This is an optimization exercise on Yosys and OpenROAD, whose aim is small area, not a production implementation. Where RTL was checked, it was by simulation tests only, not by an equivalence proof against the original. Power is estimated from default activity; no workload was simulated. The flow treats the clock pin as an ideal source, which a real chip does not have.

==> flow/design.v <==
module bp_scanner (
    input  wire        clk,
    input  wire        rst,            
    input  wire        scan_init,      
    input  wire        scan_tick,      
    input  wire [15:0] cols,           
    input  wire        hnd_key_down,   
    input  wire        hnd_key_up,     
    output reg  [3:0]  row_sel,        
    output reg         ev_valid,       
    output wire [3:0]  ev_row,         
    output wire [15:0] ev_down,        
    output reg  [15:0] ev_up           
);
    localparam ROWS = 16;
    localparam COLS = 16;
    localparam W    = 3 * COLS;
    localparam [2:0] S_U0 = 3'd0;
    localparam [2:0] S_U1 = 3'd3;
    localparam [2:0] S_U2 = 3'd1;
    localparam [2:0] S_U3 = 3'd7;
    localparam [2:0] S_D0 = 3'd2;
    localparam [2:0] S_D1 = 3'd4;
    localparam [2:0] S_D2 = 3'd5;
    localparam [2:0] S_DS = 3'd6;
    wire do_init = rst | scan_init;
    wire do_tick = scan_tick & ~do_init;
    reg  [ROWS*W-1:0] ring;
    wire [W-1:0] row_next;
    wire [COLS-1:0] up_vec;
    reg first_pass;
    always @(posedge clk) begin
        if (scan_tick)
            ring <= {row_next, ring[ROWS*W-1:W]};
    end
    genvar g;
    generate
        for (g = 0; g < COLS; g = g + 1) begin : g_col
            wire [2:0] k = ring[g*3 +: 3];
            wire       s = cols[g];
            reg  [2:0] nk;
            reg        up;
            always @(*) begin
                up = 1'b0;
                if (first_pass) begin
                    nk = s ? S_D0 : S_U0;
                end else begin
                    case (k)
                        S_U0: begin nk = s ? S_U1 : S_U0; end
                        S_U1: begin nk = s ? S_U2 : S_U0; end
                        S_U2: begin nk = s ? S_U3 : S_U0; end
                        S_U3: begin nk = s ? (hnd_key_down ? S_DS : S_D0) : S_U0; end
                        S_D0: begin nk = s ? S_D0 : S_D1; end
                        S_D1: begin nk = s ? S_D0 : S_D2; end
                        S_D2: begin nk = s ? S_D0 : S_U0; up = ~s; end
                        S_DS: begin nk = s ? S_D0 : S_D1; end
                        default: nk = S_U0;
                    endcase
                end
            end
            assign row_next[g*3 +: 3] = nk;
            assign up_vec[g] = up;
            assign ev_down[g] = (ring[(ROWS-1)*W + g*3 +: 3] == S_DS);
        end
    endgenerate
    assign ev_row = row_sel - 4'd1;
    always @(posedge clk) begin
        ev_up <= up_vec & {COLS{hnd_key_up}};
        if (do_init) begin
            row_sel    <= 4'd0;
            ev_valid   <= 1'b0;
            first_pass <= 1'b1;
        end else if (do_tick) begin
            row_sel    <= row_sel + 4'd1;
            ev_valid   <= 1'b1;
            if (row_sel == ROWS - 1)
                first_pass <= 1'b0;
        end else begin
            ev_valid   <= 1'b0;
        end
    end
endmodule
==> flow/config.mk <==
export PLATFORM = sky130hd
export DESIGN_NAME = bp_scanner
export DESIGN_NICKNAME = bp_scanner
export VERILOG_FILES = /design/flow/design.v
export SDC_FILE = /design/flow/constraint.sdc
export NUM_CORES = 4
export LEC_CHECK = 0
export ABC_AREA = 1
export CAP_MARGIN = 20
export CORE_MARGIN = 2
export CORE_UTILIZATION = 40
export CTS_CLUSTER_DIAMETER = 100
export CTS_CLUSTER_SIZE = 30
export PLACE_DENSITY = 0.6
export SLEW_MARGIN = 20
==> flow/constraint.sdc <==
create_clock -name core_clock -period 8.0 [get_ports {clk}]
set_input_delay 1.6000 -clock core_clock [delete_from_list [all_inputs] [get_ports {clk}]]
set_output_delay 1.6000 -clock core_clock [all_outputs]
set_load 0.01 [all_outputs]
run.sh (not shown) runs the stock make flow with config.mk's settings and CLKGATE_MAP_FILE= SYNTH_SCRIPT=/design/flow/synth_recipe.tcl, a recipe that flattens the netlist after the stock synthesis.
Then changed:
==> flow/flow/run.sh (new file) <==
#!/bin/bash
# Layout flow: the standard ORFS flow, with two changes passed to ORFS's
# own knobs:
#  - clock tree synthesis without dummy loads (they only balance the tree),
#    with larger sink clusters;
#  - port buffers of the smallest buffer cell.
# Each ORFS step writes its full log under orfs/logs/; the output of the
# whole run goes to flow.log here.
set -euo pipefail
cd "$(dirname "$0")/.."
export CTS_ARGS="-sink_clustering_enable -repair_clock_nets -dont_use_dummy_load -sink_clustering_size 30 -sink_clustering_max_diameter 100"
export BUFFER_PORTS_ARGS="-buffer_cell sky130_fd_sc_hd__buf_1"
bash standard.sh finish > flow.log 2>&1
==> flow/standard.sh (new file) <==
#!/bin/bash
# synth_recipe.tcl (not shown) runs the flow's synth.tcl, then flattens the netlist and writes it again
# the make line also repeats each setting of config.mk as NAME=value (left out here)
make -C /OpenROAD-flow-scripts/flow DESIGN_CONFIG=/design/flow/config.mk WORK_HOME=/design/flow/orfs CLKGATE_MAP_FILE= SYNTH_SCRIPT=/design/flow/synth_recipe.tcl "${@:-finish}"
removed: flow/run.sh
- The new run finished with timing, DRC and antenna clean
- die area is unchanged
- wire length is about the same
- combinational power is lower by roughly a tenth
- core utilization went down by 0.84 points
- first-iteration DRC count goes down by roughly a tenth
- worst setup slack gets better by 420 ps
- power is lower slightly
- design area fell slightly
- critical path depth does not change
- worst hold slack degrades by 49 ps
Then changed:
==> flow/run.sh (new file) <==
#!/bin/bash
# synth_recipe.tcl (not shown) runs the flow's synth.tcl, then flattens the netlist and writes it again
# the make line also repeats each setting of config.mk as NAME=value (left out here)
make -C /OpenROAD-flow-scripts/flow DESIGN_CONFIG=/design/flow/config.mk WORK_HOME=/design/flow/orfs CLKGATE_MAP_FILE= SYNTH_SCRIPT=/design/flow/synth_recipe.tcl finish
Settings changed: CTS_CLUSTER_DIAMETER 100 to unset, CTS_CLUSTER_SIZE 30 to unset.
removed: flow/flow/run.sh
removed: flow/standard.sh
Effect:
- final area went up by 7.5%
- fmax went down by about 11%
- worst setup slack got worse by 390 ps
- clock power went up by about 90%
- combinational power went up by about 10%
- worst hold slack improved by 33 ps
- synthesized cell count does not change
- synthesized area is unchanged
- total power went up by about 25%
- clock-buffer cell count went up by 69

* * *

Another version of the RTL of bp_scanner (not shown whole).
Size: ~1100 cells after synthesis, ~790 flip-flops, roughly 25000 um2 of cells after synthesis.
## bp_scanner
module bp_scanner (
    input  wire        clk,
    input  wire        rst,            
    input  wire        scan_init,      
    input  wire        scan_tick,      
    input  wire [15:0] cols,           
    input  wire        hnd_key_down,   
    input  wire        hnd_key_up,     
    output reg  [3:0]  row_sel,        
    output reg         ev_valid,       
    output wire [3:0]  ev_row,         
    output wire [15:0] ev_down,        
    output reg  [15:0] ev_up           
);
export LEC_CHECK = 0
export ABC_AREA = 1
export CAP_MARGIN = 20
export CORE_MARGIN = 2
export CORE_UTILIZATION = 40
export CTS_CLUSTER_DIAMETER = 100
export CTS_CLUSTER_SIZE = 30
export PLACE_DENSITY = 0.6
export SLEW_MARGIN = 20
create_clock -name core_clock -period 8.0 [get_ports {clk}]
standard.sh (not shown) runs the stock make flow with config.mk's settings and CLKGATE_MAP_FILE= SYNTH_SCRIPT=/design/flow/synth_recipe.tcl, a recipe that flattens the netlist after the stock synthesis.
==> flow/flow/run.sh <==
#!/bin/bash
# Layout flow: the standard ORFS flow, with two changes passed to ORFS's
# own knobs:
#  - clock tree synthesis without dummy loads (they only balance the tree),
#    with larger sink clusters;
#  - port buffers of the smallest buffer cell.
# Each ORFS step writes its full log under orfs/logs/; the output of the
# whole run goes to flow.log here.
set -euo pipefail
cd "$(dirname "$0")/.."
export CTS_ARGS="-sink_clustering_enable -repair_clock_nets -dont_use_dummy_load -sink_clustering_size 32 -sink_clustering_max_diameter 250 -balance_levels"
export BUFFER_PORTS_ARGS="-buffer_cell sky130_fd_sc_hd__buf_1"
bash standard.sh finish > flow.log 2>&1
The baseline produced a clean layout.
Then changed:
--- a/flow/flow/run.sh
+++ b/flow/flow/run.sh
@@ -9,5 +9,5 @@
 set -euo pipefail
 cd "$(dirname "$0")/.."
-export CTS_ARGS="-sink_clustering_enable -repair_clock_nets -dont_use_dummy_load -sink_clustering_size 32 -sink_clustering_max_diameter 250 -balance_levels"
+export CTS_ARGS="-sink_clustering_enable -repair_clock_nets -dont_use_dummy_load -sink_clustering_size 33 -sink_clustering_max_diameter 150"
 export BUFFER_PORTS_ARGS="-buffer_cell sky130_fd_sc_hd__buf_1"
 bash standard.sh finish > flow.log 2>&1
- CAP_MARGIN: 20 -> 5
- SLEW_MARGIN: 20 -> 5
The new run completed with no timing, DRC or antenna violations.
Register-to-register slack is worse by 0.03 ns.
Worst setup slack degrades by 0.0059 ns.
Utilization is about the same.
Non-clock buffer count stays the same.
Then changed:
- CAP_MARGIN: 5 -> 20
- CORE_UTILIZATION: 40 -> 55
- PLACE_DENSITY: 0.6 -> 0.75
- SLEW_MARGIN: 5 -> 20
After rerunning: The changed run completed without violations; die area fell by 27%; routed wire length is lower by 1.4%; hold slack is worse by 0.013 ns; clock skew is higher by 0.017 ns; via count rose by 0.85%; power hardly moves; final cell count falls by 10%; critical path depth drops by 1; sequential share of layout area goes up by 0.84 points; worst setup slack is worse by 0.013 ns.
Then changed:
- CORE_UTILIZATION: 55 -> 40
- PLACE_DENSITY: 0.75 -> 0.6
Effect: Via count drops by 0.84%; wire length rises by 1.4%; synthesized area is unchanged; design area goes up by 0.95%; worst setup slack improves by 0.013 ns; utilization came out lower by 16 points.
Then changed:
--- a/flow/flow/run.sh
+++ b/flow/flow/run.sh
@@ -9,5 +9,5 @@
 set -euo pipefail
 cd "$(dirname "$0")/.."
-export CTS_ARGS="-sink_clustering_enable -repair_clock_nets -dont_use_dummy_load -sink_clustering_size 33 -sink_clustering_max_diameter 150"
+export CTS_ARGS="-sink_clustering_enable -repair_clock_nets -dont_use_dummy_load -sink_clustering_size 32 -sink_clustering_max_diameter 150"
 export BUFFER_PORTS_ARGS="-buffer_cell sky130_fd_sc_hd__buf_1"
 bash standard.sh finish > flow.log 2>&1
The new run finished clean.
Flip-flop and latch count stays the same.
Clock skew came out higher by 0.027 ns.
Global-route usage rose by 0.13 points.
Sequential power stays flat.
Final area hardly moves.
Area after synthesis is unchanged.
Fmax barely changes.
Clock power rises by about 2%.
Via count barely changes.
Clock-buffer cell count climbs by 1.
Die area does not change.

* * *

== v26 ==
bp_scanner, a different RTL version from the one above (not shown whole).
Size: about 1100 cells after synthesis, ~790 flip-flops, roughly 25000 um2 of cells after synthesis.
Design bp_scanner, start of the top module:
module bp_scanner (
    input  wire        clk,
    input  wire        rst,            
    input  wire        scan_init,      
    input  wire        scan_tick,      
    input  wire [15:0] cols,           
    input  wire        hnd_key_down,   
    input  wire        hnd_key_up,     
    output reg  [3:0]  row_sel,        
    output reg         ev_valid,       
    output wire [3:0]  ev_row,         
    output wire [15:0] ev_down,        
    output reg  [15:0] ev_up           
);
    localparam ROWS = 16;
    localparam COLS = 16;
    localparam W    = 3 * COLS;
    localparam [2:0] S_U0 = 3'd0;
    localparam [2:0] S_U1 = 3'd1;
    localparam [2:0] S_U2 = 3'd3;
    localparam [2:0] S_U3 = 3'd7;
    localparam [2:0] S_D0 = 3'd5;
    localparam [2:0] S_D1 = 3'd6;
    localparam [2:0] S_D2 = 3'd2;
    localparam [2:0] S_DS = 3'd4;
    wire do_init = rst | scan_init;
    wire do_tick = scan_tick & ~do_init;
    reg  [ROWS*W-1:0] ring;
    wire [W-1:0] row_next;
    wire [COLS-1:0] up_vec;
    reg first_pass;
    always @(posedge clk) begin
        if (scan_tick)
            ring <= {row_next, ring[ROWS*W-1:W]};
    end
    genvar g;
    generate
        for (g = 0; g < COLS; g = g + 1) begin : g_col
            wire [2:0] k = ring[g*3 +: 3];
            wire       s = cols[g];
            reg  [2:0] nk;
            reg        up;
            always @(*) begin
                up = 1'b0;
                if (first_pass) begin
                    nk = s ? S_D0 : S_U0;
                end else begin
                    case (k)
  ...
==> flow/config.mk <==
export PLATFORM = sky130hd
export DESIGN_NAME = bp_scanner
export DESIGN_NICKNAME = bp_scanner
export VERILOG_FILES = /design/flow/design.v
export SDC_FILE = /design/flow/constraint.sdc
export NUM_CORES = 4
export LEC_CHECK = 0
export ABC_AREA = 1
export CAP_MARGIN = 20
export CORE_MARGIN = 2
export CORE_UTILIZATION = 40
export CTS_CLUSTER_DIAMETER = 100
export CTS_CLUSTER_SIZE = 30
export PLACE_DENSITY = 0.6
export SLEW_MARGIN = 20
==> flow/constraint.sdc <==
create_clock -name core_clock -period 8.0 [get_ports {clk}]
set_input_delay 1.6000 -clock core_clock [delete_from_list [all_inputs] [get_ports {clk}]]
set_output_delay 1.6000 -clock core_clock [all_outputs]
set_load 0.01 [all_outputs]
==> flow/flow/run.sh <==
#!/bin/bash
# Layout flow: the standard ORFS flow, with two changes passed to ORFS's
# own knobs:
#  - clock tree synthesis without dummy loads (they only balance the tree),
#    with larger sink clusters;
#  - port buffers of the smallest buffer cell.
# Each ORFS step writes its full log under orfs/logs/; the output of the
# whole run goes to flow.log here.
set -euo pipefail
cd "$(dirname "$0")/.."
export CTS_ARGS="-sink_clustering_enable -repair_clock_nets -dont_use_dummy_load -sink_clustering_size 30 -sink_clustering_max_diameter 150"
export BUFFER_PORTS_ARGS="-buffer_cell sky130_fd_sc_hd__buf_1"
bash standard.sh finish > flow.log 2>&1
Per the final summary, v26 finished and its layout is clean on timing, DRC and antenna.
For v50, these inputs were changed with respect to v26:
-- flow/flow/run.sh --
<<< v26, line 11
export CTS_ARGS="-sink_clustering_enable -repair_clock_nets -dont_use_dummy_load -sink_clustering_size 30 -sink_clustering_max_diameter 150"
>>> v50, line 11
export CTS_ARGS="-sink_clustering_enable -repair_clock_nets -dont_use_dummy_load -sink_clustering_size 34 -sink_clustering_max_diameter 150"
==> comparison <==
- Delta (v50 minus v26): average via count per standard cell level; power density over cell area fell by about 1%.
- Diff v26 -> v50: worst setup slack increased by 0.020 ns relative to the old numbers; fraction of layout cells with a size suffix above 1 decreased by 0.24 points relative to the old numbers; leakage power of the design decreased by 0.42% relative to the old numbers; routed wire length per instance decreased by 0.52% relative to the old numbers; first-pass GRT wire length decreased by 170 um relative to the old numbers.
- Net load switching power: v50 better than v26
- Taking v26 as the reference point, the signal arrival time at the worst endpoint of v50 falls by 0.02 ns.
[inputs] v36 vs v50
-- flow/flow/run.sh --
<<< v50, line 11
export CTS_ARGS="-sink_clustering_enable -repair_clock_nets -dont_use_dummy_load -sink_clustering_size 34 -sink_clustering_max_diameter 150"
>>> v36, line 11
export CTS_ARGS="-sink_clustering_enable -repair_clock_nets -dont_use_dummy_load -sink_clustering_size 32 -sink_clustering_max_diameter 150"
The fraction of final layout cells sized beyond drive strength 1 of v36 and that of v50 are within noise of each other. Any difference in final critical-path setup slack between v50 and v36 is small enough to ignore. v36 against v50: initial core utilization saw little to no change; power saw an increase; largest clock skew in the final design saw a decrease.

* * *

bp_scanner, a different RTL version from the one above (not shown whole).
Size: about 1200 cells after synthesis, ~790 flip-flops.
export LEC_CHECK = 0
export ABC_AREA = 1
export CAP_MARGIN = 20
export CORE_MARGIN = 2
export CORE_UTILIZATION = 40
export CTS_CLUSTER_DIAMETER = 100
export CTS_CLUSTER_SIZE = 30
export PLACE_DENSITY = 0.6
export SLEW_MARGIN = 20
create_clock -name core_clock -period 8.0 [get_ports {clk}]
==> flow/flow/run.sh <==
#!/bin/bash
# Layout flow: the standard ORFS flow, with two changes passed to ORFS's
# own knobs:
#  - clock tree synthesis without dummy loads (they only balance the tree),
#    with larger sink clusters;
#  - port buffers of the smallest buffer cell.
# Each ORFS step writes its full log under orfs/logs/; the output of the
# whole run goes to flow.log here.
set -euo pipefail
cd "$(dirname "$0")/.."
export CTS_ARGS="-sink_clustering_enable -repair_clock_nets -dont_use_dummy_load -sink_clustering_size 35 -sink_clustering_max_diameter 60"
export BUFFER_PORTS_ARGS="-buffer_cell sky130_fd_sc_hd__buf_1"
bash standard.sh finish > flow.log 2>&1
The baseline completed without violations.
Change:
--- a/flow/flow/run.sh
+++ b/flow/flow/run.sh
@@ -10,3 +10,3 @@
 cd "$(dirname "$0")/.."
-export CTS_ARGS="-sink_clustering_enable -repair_clock_nets -dont_use_dummy_load -sink_clustering_size 35 -sink_clustering_max_diameter 60"
+export CTS_ARGS="-sink_clustering_enable -repair_clock_nets -dont_use_dummy_load -sink_clustering_size 32 -sink_clustering_max_diameter 150"
 export BUFFER_PORTS_ARGS="-buffer_cell sky130_fd_sc_hd__buf_1"
Sequential power hardly moves.
Utilization decreases by 0.60 points.
Total power decreases by 5.6%.
Final area decreases by about 1.3%.
Routed wire length decreases by about 1.5%.
Clock skew decreases by 34 ps.
Clock power decreases by 18%.
Critical path depth does not change.
Change:
--- a/flow/flow/run.sh
+++ b/flow/flow/run.sh
@@ -10,3 +10,3 @@
 cd "$(dirname "$0")/.."
-export CTS_ARGS="-sink_clustering_enable -repair_clock_nets -dont_use_dummy_load -sink_clustering_size 32 -sink_clustering_max_diameter 150"
+export CTS_ARGS="-sink_clustering_enable -repair_clock_nets -dont_use_dummy_load -sink_clustering_size 34 -sink_clustering_max_diameter 150"
 export BUFFER_PORTS_ARGS="-buffer_cell sky130_fd_sc_hd__buf_1"
=> Worst hold slack is worse by 44 ps; non-clock buffer count is unchanged; die area is unchanged; combinational power stays flat; clock skew goes up by 20 ps; final area is about the same.
Function was not checked in any run of this note: the RTL went through the layout flow alone.

==> separate check: timing with driven ports <==
No port has a modelled driver above. Below, the same layouts with a new extraction and two added sets of constraints. Step 1 (the two cells are an assumption about what drives the block):
set clk [get_ports {clk}]
set_driving_cell -lib_cell sky130_fd_sc_hd__clkbuf_16 $clk
set_driving_cell -lib_cell sky130_fd_sc_hd__buf_2 [delete_from_list [all_inputs] $clk]
Step 2 times the ports against the registers' clock, not the clock port: input delays grow and output delays shrink by t, the midpoint of the rising clock arrivals with the driver on. a / b / c = no drivers / after step 1 / after step 2; a / b = the first two.
run | shift t [ns] | setup slack, ns | hold slack, ns | clock arrival spread, ns | worst register clock-pin slew, ns
the first run of note 1 | 0.663 | 4.348 / 4.290 / 4.136 | 0.410 / 0.410 / 0.410 | 0.018 / 0.017 | 0.11 / 0.11
the second run of note 1 | 0.639 | 4.767 / 4.711 / 4.203 | 0.361 / 0.361 / 0.361 | 0.063 / 0.063 | 0.11 / 0.11
the third run of note 1 | 0.646 | 4.380 / 4.321 / 4.099 | 0.394 / 0.394 / 0.394 | 0.028 / 0.028 | 0.06 / 0.06
the first run of note 2 | 0.636 | 4.723 / 4.673 / 4.111 | 0.400 / 0.400 / 0.400 | 0.046 / 0.046 | 0.12 / 0.12
the second run of note 2 | 0.632 | 4.717 / 4.682 / 4.109 | 0.416 / 0.416 / 0.416 | 0.018 / 0.018 | 0.12 / 0.12
the third run of note 2 | 0.633 | 4.704 / 4.654 / 4.343 | 0.403 / 0.403 / 0.403 | 0.042 / 0.043 | 0.12 / 0.12
the fourth run of note 2 | 0.632 | 4.717 / 4.682 / 4.109 | 0.416 / 0.416 / 0.416 | 0.018 / 0.018 | 0.12 / 0.12
the fifth run of note 2 | 0.636 | 4.723 / 4.673 / 4.111 | 0.400 / 0.400 / 0.400 | 0.046 / 0.046 | 0.12 / 0.12
v26 | 0.643 | 4.673 / 4.616 / 4.161 | 0.365 / 0.365 / 0.365 | 0.074 / 0.075 | 0.12 / 0.12
v50 | 0.622 | 4.693 / 4.636 / 4.258 | 0.346 / 0.346 / 0.346 | 0.078 / 0.078 | 0.12 / 0.12
v36 | 0.647 | 4.692 / 4.641 / 4.208 | 0.402 / 0.402 / 0.402 | 0.030 / 0.030 | 0.12 / 0.12
the first run of note 4 | 0.627 | 4.432 / 4.375 / 4.315 | 0.362 / 0.362 / 0.362 | 0.080 / 0.080 | 0.11 / 0.11
the second run of note 4 | 0.646 | 4.357 / 4.304 / 4.361 | 0.415 / 0.415 / 0.415 | 0.028 / 0.028 | 0.12 / 0.12
the third run of note 4 | 0.624 | 4.389 / 4.333 / 4.381 | 0.371 / 0.371 / 0.371 | 0.050 / 0.050 | 0.12 / 0.12
After both steps setup and hold are still met in every run listed.
